Source: an optimization exercise on an open RTL-to-GDS flow (aim: small area). Production flows keep margins and buffers that such runs may drop.
RTL that was checked went through simulation tests only; none was proved equivalent to the original.
The clock input has no modelled driver; a real chip could not lean on it and would need a root buffer or a full tree.
No activity file was given, so power comes from the tool's default toggle rates.

==> inputs of 01-15 <==
==> flow/design.v (excerpt) <==
module wco_fsync (
    input  wire        clk,
    input  wire        rst_n,             
    input  wire [7:0]  cfg_start,
    input  wire [7:0]  cfg_disc_push,
    input  wire [7:0]  cfg_disc_qa,
    input  wire        cfg_early_disc,
    input  wire        cfg_mask_high,
    input  wire        cfg_fault_en,
    input  wire        rx_valid,
    input  wire [7:0]  rx_byte,
    input  wire        ctl_discard,
    input  wire        ctl_clr,
    input  wire        ctl_acc_push,
    input  wire        ctl_acc_qa,
    output wire        o_frame_valid,
    output wire        o_reading_valid,
    output wire [2:0]  o_err,
    output wire        o_kind,
    output wire [71:0] o_frame,
    output wire [15:0] o_raw,
    output wire        o_fault,
    output wire [3:0]  o_idx
);
==> module wco_fsync, before the edit <==
module wco_fsync (
    input  wire        clk,
    input  wire        rst_n,             
    input  wire [7:0]  cfg_start,
    input  wire [7:0]  cfg_disc_push,
    input  wire [7:0]  cfg_disc_qa,
    input  wire        cfg_early_disc,
    input  wire        cfg_mask_high,
    input  wire        cfg_fault_en,
    input  wire        rx_valid,
    input  wire [7:0]  rx_byte,
    input  wire        ctl_discard,
    input  wire        ctl_clr,
    input  wire        ctl_acc_push,
    input  wire        ctl_acc_qa,
    output wire        o_frame_valid,
    output wire        o_reading_valid,
    output wire [2:0]  o_err,
    output wire        o_kind,
    output wire [71:0] o_frame,
    output wire [15:0] o_raw,
    output wire        o_fault,
    output wire [3:0]  o_idx
);
    reg [7:0] r_start;
    reg [7:0] bn1, bn2, bn3, bn4, bn5, bn6, bn7;
    reg [7:0] accn;        
    reg       p1, q1;      
    reg [3:0] idx;         
    reg       r_fvn, r_efr, r_eck;  
    reg       r_mask, r_fen;        
    assign o_idx = idx;
    wire b_is_start, b_is_push, b_is_qa;
    wco_eq8 u_eq_start (.a(rx_byte), .b(cfg_start),     .eq(b_is_start));
    wco_eq8 u_eq_push  (.a(rx_byte), .b(cfg_disc_push), .eq(b_is_push));
    wco_eq8 u_eq_qa    (.a(rx_byte), .b(cfg_disc_qa),   .eq(b_is_qa));
    wire feed = !ctl_clr && rx_valid && !ctl_discard;
    wire i0   = (idx == 4'd0);
    wire i1   = (idx[2:0] == 3'd1);   
    wire i8   = idx[3];               
    wire early_rej = cfg_early_disc && !(b_is_push || b_is_qa);
    wire adv = feed && (i0 ? b_is_start : (i1 ? !early_rej : !i8));
    wire [7:0] acc_sum;
    wire       cks_ok;
    wco_acc u_acc (.accn(accn), .b(rx_byte), .init(i1), .sum(acc_sum), .ok(cks_ok));
    wire accepted = (p1 && ctl_acc_push) || (q1 && ctl_acc_qa);
    wire ev = feed && i8;
    always @(posedge clk) begin
        if (rst_n && adv) begin
            bn1 <= bn2; bn2 <= bn3; bn3 <= bn4;
            bn4 <= bn5; bn5 <= bn6; bn6 <= bn7; bn7 <= ~rx_byte;
            accn <= acc_sum;
        end
        if (rst_n && adv && i1) begin
            p1 <= b_is_push;
            q1 <= b_is_qa;
        end
        r_start <= cfg_start;
        r_mask <= cfg_mask_high;
        r_fen  <= cfg_fault_en;
    end
    always @(posedge clk) begin
        if (!rst_n || ctl_clr) idx <= 4'd0;
        else if (adv)          idx <= idx + 4'd1;
        else if (feed)         idx <= 4'd0;
        r_fvn <= !(rst_n && ev && accepted && cks_ok);
        r_efr <= rst_n && feed && ((i1 && early_rej) || (i8 && !accepted));
        r_eck <= rst_n && ev && accepted && !cks_ok;
    end
    wco_eval u_eval (
        .start         (r_start),
        .bn            ({bn1, bn2, bn3, bn4, bn5, bn6, bn7, accn}),
        .fvn           (r_fvn),
        .kind          (q1),      
        .efr           (r_efr),
        .eck           (r_eck),
        .mask_high     (r_mask),
        .fault_en      (r_fen),
        .frame_valid   (o_frame_valid),
        .reading_valid (o_reading_valid),
        .err           (o_err),
        .okind         (o_kind),
        .frame         (o_frame),
        .raw           (o_raw),
        .fault         (o_fault)
    );
endmodule
clock: 6.0 ns
lec_check: 0
cap_margin: 20
core_margin: 2
core_utilization: 40
slew_margin: 20
synth_hierarchical: 1
synth_minimum_keep_size: 0
standard.sh (not shown) runs the stock make flow with config.mk's settings and CLKGATE_MAP_FILE= SYNTH_SCRIPT=/design/flow/synth_recipe.tcl, a recipe that flattens the netlist after the stock synthesis.
==> flow/flow/run.sh <==
#!/bin/bash
# Standard layout (the standard.sh: standard synthesis, floorplan, power grid,
# placement, routing, finish), with these changes:
#  - port buffers use the smallest buffer cell instead of the resizer's pick;
#  - the clock tree is built by flow/cts_tree.tcl (ORFS's PRE_CTS_TCL hook)
#    instead of TritonCTS: 8-9 leaf clock buffers over compact groups of
#    registers and one root buffer driven by the clock port.
# make's full output goes to flow_make.log in the work folder; ORFS keeps each
# step's own log under orfs/logs/.
set -euo pipefail
cd "$(dirname "$0")/.."
export PRE_CTS_TCL="$PWD/flow/cts_tree.tcl"
export CTS_LEAF_CELL=sky130_fd_sc_hd__clkbuf_4
export CTS_ROOT_CELL=sky130_fd_sc_hd__clkbuf_4
export CTS_GROUP_SIZE=10
export BUFFER_PORTS_ARGS="-buffer_cell sky130_fd_sc_hd__buf_1"
bash standard.sh finish > flow_make.log 2>&1
==> flow/flow/cts_tree.tcl <==
# Clock tree built by hand (sourced as ORFS's PRE_CTS_TCL hook, in place of
# TritonCTS, which always makes one leaf buffer per 15 sinks): the register
# clock pins are split into compact groups by k-means on their placed
# locations, each group gets one leaf clock buffer at its centre, and one root
# buffer at the centre of the leaves is the only cell the clock port drives.
# All registers sit two buffers from the port.

set cts_leaf_cell  $::env(CTS_LEAF_CELL)
set cts_root_cell  $::env(CTS_ROOT_CELL)
set cts_group_size $::env(CTS_GROUP_SIZE)

set block [ord::get_db_block]
set clk_net [$block findNet clk]
set sinks {}
foreach it [$clk_net getITerms] {
  if { [$it isInputSignal] || [[$it getMTerm] getSigType] == "CLOCK" || [$it isInput] } {
    set inst [$it getInst]
    set bb [$inst getBBox]
    lappend sinks [list $it [expr {([$bb xMin] + [$bb xMax]) / 2.0}] [expr {([$bb yMin] + [$bb yMax]) / 2.0}]]
  }
}
set n [llength $sinks]
set k [expr {int(ceil(double($n) / $cts_group_size))}]
puts "cts_tree: $n sinks, $k groups"

# k-means, seeded with sinks spread along the sorted x order
set sorted [lsort -real -index 1 $sinks]
set cents {}
for {set i 0} {$i < $k} {incr i} {
  set s [lindex $sorted [expr {int(($i + 0.5) * $n / $k)}]]
  lappend cents [list [lindex $s 1] [lindex $s 2]]
}
for {set iter 0} {$iter < 50} {incr iter} {
  set groups {}
  for {set i 0} {$i < $k} {incr i} { lappend groups {} }
  foreach s $sinks {
    set best -1; set bd 1e30
    for {set i 0} {$i < $k} {incr i} {
      set c [lindex $cents $i]
      set d [expr {abs([lindex $s 1] - [lindex $c 0]) + abs([lindex $s 2] - [lindex $c 1])}]
      if { $d < $bd && [llength [lindex $groups $i]] < $cts_group_size } { set bd $d; set best $i }
    }
    lset groups $best [concat [lindex $groups $best] [list $s]]
  }
  set new {}
  foreach g $groups {
    set sx 0; set sy 0
    foreach s $g { set sx [expr {$sx + [lindex $s 1]}]; set sy [expr {$sy + [lindex $s 2]}] }
    set m [llength $g]
    if { $m == 0 } { lappend new [list 0 0] } else { lappend new [list [expr {$sx / $m}] [expr {$sy / $m}]] }
  }
  set cents $new
}

set dbu [$block getDbUnitsPerMicron]
set lx 0; set ly 0; set nl 0
for {set i 0} {$i < $k} {incr i} {
  set g [lindex $groups $i]
  if { [llength $g] == 0 } { continue }
  set pins {}
  foreach s $g {
    set it [lindex $s 0]
    lappend pins [get_pins [[$it getInst] getName]/[[$it getMTerm] getName]]
  }
  set c [lindex $cents $i]
  set x [expr {[lindex $c 0] / $dbu}]; set y [expr {[lindex $c 1] / $dbu}]
  insert_buffer -buffer_cell $cts_leaf_cell -net clk -load_pins $pins \
    -location [list $x $y] -buffer_name clkleaf_$i -net_name clknet_leaf_$i
  set lx [expr {$lx + $x}]; set ly [expr {$ly + $y}]; incr nl
  puts "cts_tree: group $i: [llength $g] sinks at $x $y"
}
insert_buffer -buffer_cell $cts_root_cell -net clk \
  -location [list [expr {$lx / $nl}] [expr {$ly / $nl}]] -buffer_name clkroot -net_name clknet_root
foreach net [$block getNets] {
  if { [string match clknet_* [$net getName]] } { $net setSigType CLOCK }
}
$clk_net setSigType CLOCK

# TritonCTS is not run; the tree above is the clock tree.
proc clock_tree_synthesis { args } {
  puts "clock_tree_synthesis skipped: tree built by cts_tree.tcl"
  set_propagated_clock [all_clocks]
}
==> inputs of 02-28, as changes to 01-15 <==
--- a/flow/design.v
+++ b/flow/design.v
@@ -96,22 +96,25 @@
     wco_eq8 u_eq_push  (.a(rx_byte), .b(cfg_disc_push), .eq(b_is_push));
     wco_eq8 u_eq_qa    (.a(rx_byte), .b(cfg_disc_qa),   .eq(b_is_qa));
-    wire feed = !ctl_clr && rx_valid && !ctl_discard;
-    wire i0   = (idx == 4'd0);
-    wire i1   = (idx[2:0] == 3'd1);   
-    wire i8   = idx[3];               
-    wire early_rej = cfg_early_disc && !(b_is_push || b_is_qa);
-    wire adv = feed && (i0 ? b_is_start : (i1 ? !early_rej : !i8));
     wire [7:0] acc_sum;
     wire       cks_ok;
+    wire       adv, i1, pq_en;
+    wire [3:0] idx_next;
+    wire       fvn_next, efr_next, eck_next;
+    wco_ctl u_ctl (
+        .idx(idx), .rst_n(rst_n), .clr(ctl_clr), .valid(rx_valid), .discard(ctl_discard),
+        .b_is_start(b_is_start), .b_is_push(b_is_push), .b_is_qa(b_is_qa),
+        .early_disc(cfg_early_disc), .acc_push(ctl_acc_push), .acc_qa(ctl_acc_qa),
+        .p1(p1), .q1(q1), .cks_ok(cks_ok),
+        .adv(adv), .i1(i1), .pq_en(pq_en), .idx_next(idx_next),
+        .fvn_next(fvn_next), .efr_next(efr_next), .eck_next(eck_next)
+    );
     wco_acc u_acc (.accn(accn), .b(rx_byte), .init(i1), .sum(acc_sum), .ok(cks_ok));
-    wire accepted = (p1 && ctl_acc_push) || (q1 && ctl_acc_qa);
-    wire ev = feed && i8;
     always @(posedge clk) begin
-        if (rst_n && adv) begin
+        if (adv) begin
             bn1 <= bn2; bn2 <= bn3; bn3 <= bn4;
             bn4 <= bn5; bn5 <= bn6; bn6 <= bn7; bn7 <= ~rx_byte;
             accn <= acc_sum;
         end
-        if (rst_n && adv && i1) begin
+        if (pq_en) begin
             p1 <= b_is_push;
             q1 <= b_is_qa;
@@ -122,10 +125,8 @@
     end
     always @(posedge clk) begin
-        if (!rst_n || ctl_clr) idx <= 4'd0;
-        else if (adv)          idx <= idx + 4'd1;
-        else if (feed)         idx <= 4'd0;
-        r_fvn <= !(rst_n && ev && accepted && cks_ok);
-        r_efr <= rst_n && feed && ((i1 && early_rej) || (i8 && !accepted));
-        r_eck <= rst_n && ev && accepted && !cks_ok;
+        idx   <= idx_next;
+        r_fvn <= fvn_next;
+        r_efr <= efr_next;
+        r_eck <= eck_next;
     end
     wco_eval u_eval (
@@ -147,4 +148,44 @@
     );
 endmodule
+module wco_ctl (
+    input  wire [3:0] idx,
+    input  wire       rst_n,
+    input  wire       clr,
+    input  wire       valid,
+    input  wire       discard,
+    input  wire       b_is_start,
+    input  wire       b_is_push,
+    input  wire       b_is_qa,
+    input  wire       early_disc,
+    input  wire       acc_push,
+    input  wire       acc_qa,
+    input  wire       p1,
+    input  wire       q1,
+    input  wire       cks_ok,
+    output wire       adv,         
+    output wire       i1,
+    output wire       pq_en,       
+    output wire [3:0] idx_next,
+    output wire       fvn_next,
+    output wire       efr_next,
+    output wire       eck_next
+);
+    wire feed = valid & ~discard & ~clr;
+    wire i0   = ~(idx[3] | idx[2] | idx[1] | idx[0]);
+    assign i1 = ~idx[2] & ~idx[1] & idx[0];    
+    wire i8   = idx[3];                        
+    wire rej  = early_disc & ~(b_is_push | b_is_qa);
+    wire go   = rst_n & feed;
+    assign adv   = go & (i0 ? b_is_start : (i1 ? ~rej : ~i8));
+    assign pq_en = adv & i1;
+    wire keep = rst_n & ~clr & (adv | ~feed);
+    wire [3:0] step = {adv & idx[2] & idx[1] & idx[0], adv & idx[1] & idx[0], adv & idx[0], adv};
+    assign idx_next = {4{keep}} & (idx ^ step);
+    wire accepted = (p1 & acc_push) | (q1 & acc_qa);
+    wire ev = go & i8;
+    assign fvn_next = ~(ev & accepted & cks_ok);
+    assign efr_next = go & ((i1 & rej) | (i8 & ~accepted));
+    assign eck_next = ev & accepted & ~cks_ok;
+endmodule
 module wco_eq8 (
     input  wire [7:0] a,
==> flow/flow/run.sh (replaced) <==
#!/bin/bash
# Standard layout (the standard.sh: standard synthesis, floorplan, power grid,
# placement, routing, finish), with these changes:
#  - port buffers use the smallest buffer cell instead of the resizer's pick;
#  - combinational gates go back to their smallest size after floorplan
#    (flow/downsize.tcl, ORFS POST_FLOORPLAN_TCL hook), before placement repair;
#  - the clock tree is built by flow/cts_tree.tcl (ORFS's PRE_CTS_TCL hook)
#    instead of TritonCTS: leaf clock buffers (upsized where the estimated slew is high) over groups of
#    registers and one root buffer driven by the clock port.
# make's full output goes to flow_make.log in the work folder; ORFS keeps each
# step's own log under orfs/logs/.
set -euo pipefail
cd "$(dirname "$0")/.."
export PRE_CTS_TCL="$PWD/flow/cts_tree.tcl"
export POST_FLOORPLAN_TCL="$PWD/flow/downsize.tcl"
export CTS_LEAF_CELL=sky130_fd_sc_hd__clkbuf_4
export CTS_ROOT_CELL=sky130_fd_sc_hd__clkbuf_4
export CTS_GROUP_SIZE=12
export CTS_UPSIZE_SLEW=0.095
export CTS_UPSIZE_CELLS="sky130_fd_sc_hd__clkbuf_8 sky130_fd_sc_hd__clkbuf_16"
export BUFFER_PORTS_ARGS="-buffer_cell sky130_fd_sc_hd__buf_1"
bash standard.sh finish > flow_make.log 2>&1
--- a/flow/flow/cts_tree.tcl
+++ b/flow/flow/cts_tree.tcl
@@ -39,5 +39,5 @@
       set c [lindex $cents $i]
       set d [expr {abs([lindex $s 1] - [lindex $c 0]) + abs([lindex $s 2] - [lindex $c 1])}]
-      if { $d < $bd && [llength [lindex $groups $i]] < $cts_group_size } { set bd $d; set best $i }
+      if { $d < $bd } { set bd $d; set best $i }
     }
     lset groups $best [concat [lindex $groups $best] [list $s]]
@@ -77,4 +77,22 @@
 $clk_net setSigType CLOCK
 
+# Upsize the leaf buffers whose registers would see a slow clock edge, one
+# step up the ladder at a time, until the estimated slew is low enough.
+set_propagated_clock [all_clocks]
+foreach b [get_cells clkleaf_*] {
+  foreach up $::env(CTS_UPSIZE_CELLS) {
+    estimate_parasitics -placement
+    set worst 0
+    foreach p [get_pins -of_objects [get_nets -of_objects [get_pins [get_name $b]/X]] -filter "direction == input"] {
+      set s [get_property $p slew_max]
+      if { $s > $worst } { set worst $s }
+    }
+    puts "cts_tree: [get_name $b] ([get_property $b ref_name]) worst sink slew $worst"
+    if { $worst <= $::env(CTS_UPSIZE_SLEW) } { break }
+    replace_cell $b $up
+    puts "cts_tree: [get_name $b] upsized to $up"
+  }
+}
+
 # TritonCTS is not run; the tree above is the clock tree.
 proc clock_tree_synthesis { args } {
==> flow/flow/downsize.tcl (new file) <==
# ORFS POST_FLOORPLAN_TCL hook: Yosys/ABC maps with a delay target far below
# the clock period and upsizes many gates. Put every combinational gate back
# to its smallest drive strength here; placement's repair_design then sizes
# and buffers whatever needs it for slew, capacitance and fanout, and the
# later timing repair fixes any setup path.
set n 0
foreach inst [[ord::get_db_block] getInsts] {
  set m [[$inst getMaster] getName]
  if { ![regexp {^sky130_fd_sc_hd__([a-z0-9]+)_([0-9]+)$} $m -> fn sz] } { continue }
  if { $sz <= 1 } { continue }
  if { [regexp {^(df|edf|sdf|sedf|dl|clk|tap|fill|decap|conb|lpflow|probe|diode|ebuf|einv)} $fn] } { continue }
  foreach s {1 0} {
    set cand sky130_fd_sc_hd__${fn}_$s
    set lc [get_lib_cells -quiet */$cand]
    if { $lc != "" && ![get_property $lc dont_use] } {
      replace_cell [get_cells [$inst getName]] $cand
      incr n
      break
    }
  }
}
puts "downsize: $n gates set to their smallest size"
- CORE_UTILIZATION: 40 -> 80
- PLACE_DENSITY: unset -> 0.92
==> run notes <==
|  | 02-28 | 01-15 |
|---|---|---|
| Post-route clock period utilization | 86.9% | 75.9% |
| Final net count | 490 | 505 |
| Worst-margin pin slew | 0.782 ns | 0.656 ns |
| Destination of the worst hold path | bn5[4] | bn5[2] |
| Wire length on met2 | 6200 um | 3950 um |
| Inverters | 16 | 19 |
| Synth Area in Adders | 3.90% | 4.52% |
| Overall via count from detail_route | 3517 | 2799 |
| Run status | finished clean | finished clean |
| Net count of the mapped netlist | 351 | 365 |
| Number of instances in the synthesized netlist | 301 | 313 |
| Overall routing resource usage | 53.3% | 15.9% |
| Fraction of the yosys area taken by sequential cells | 62.5% | 61.6% |
| Post-DR wirelength/cell | 27.3 um | 15.2 um |
| Clock distribution power | 296 uW | 245 uW |
| Core Rows | 24 | 35 |
| Arrival time at the worst endpoint | 4.01 ns | 3.35 ns |
Only the layout flow was run in 01-15; the RTL was not checked for function there. In every run of this note, the design's own scripts or RTL, not TritonCTS, make the clock network.

-- re-timing with driven ports --
The flow's constraints put no driver on any port. The routed layouts listed below were extracted and timed again, unchanged, in two steps. Step 1 (the two cells are an assumption about what drives the block):
set clk [get_ports {clk}]
set_driving_cell -lib_cell sky130_fd_sc_hd__clkbuf_16 $clk
set_driving_cell -lib_cell sky130_fd_sc_hd__buf_2 [delete_from_list [all_inputs] $clk]
Step 2 times the ports against the registers' clock, not the clock port: input delays grow and output delays shrink by t, the midpoint of the rising clock arrivals with the driver on. a / b / c = no drivers / after step 1 / after step 2; a / b = the first two.
| run | shift t [ns] | slack for setup (ns) | worst hold slack (ns) | worst setup path after step 2 | worst register clock-pin slew, ns |
|---|---|---|---|---|---|
| 01-15 | 0.454 | 1.445 / 1.412 / 1.367 | 0.444 / 0.444 / 0.444 | input to register | 0.12 / 0.12 |
| 02-28 | 0.503 | 0.788 / 0.756 / 0.805 | 0.468 / 0.468 / 0.468 | input to register | 0.12 / 0.12 |
After both steps setup and hold are still met in every run listed. The setup slack of 01-15, which loses most, moves by -0.033 ns with the drivers and by -0.078 ns with both steps.
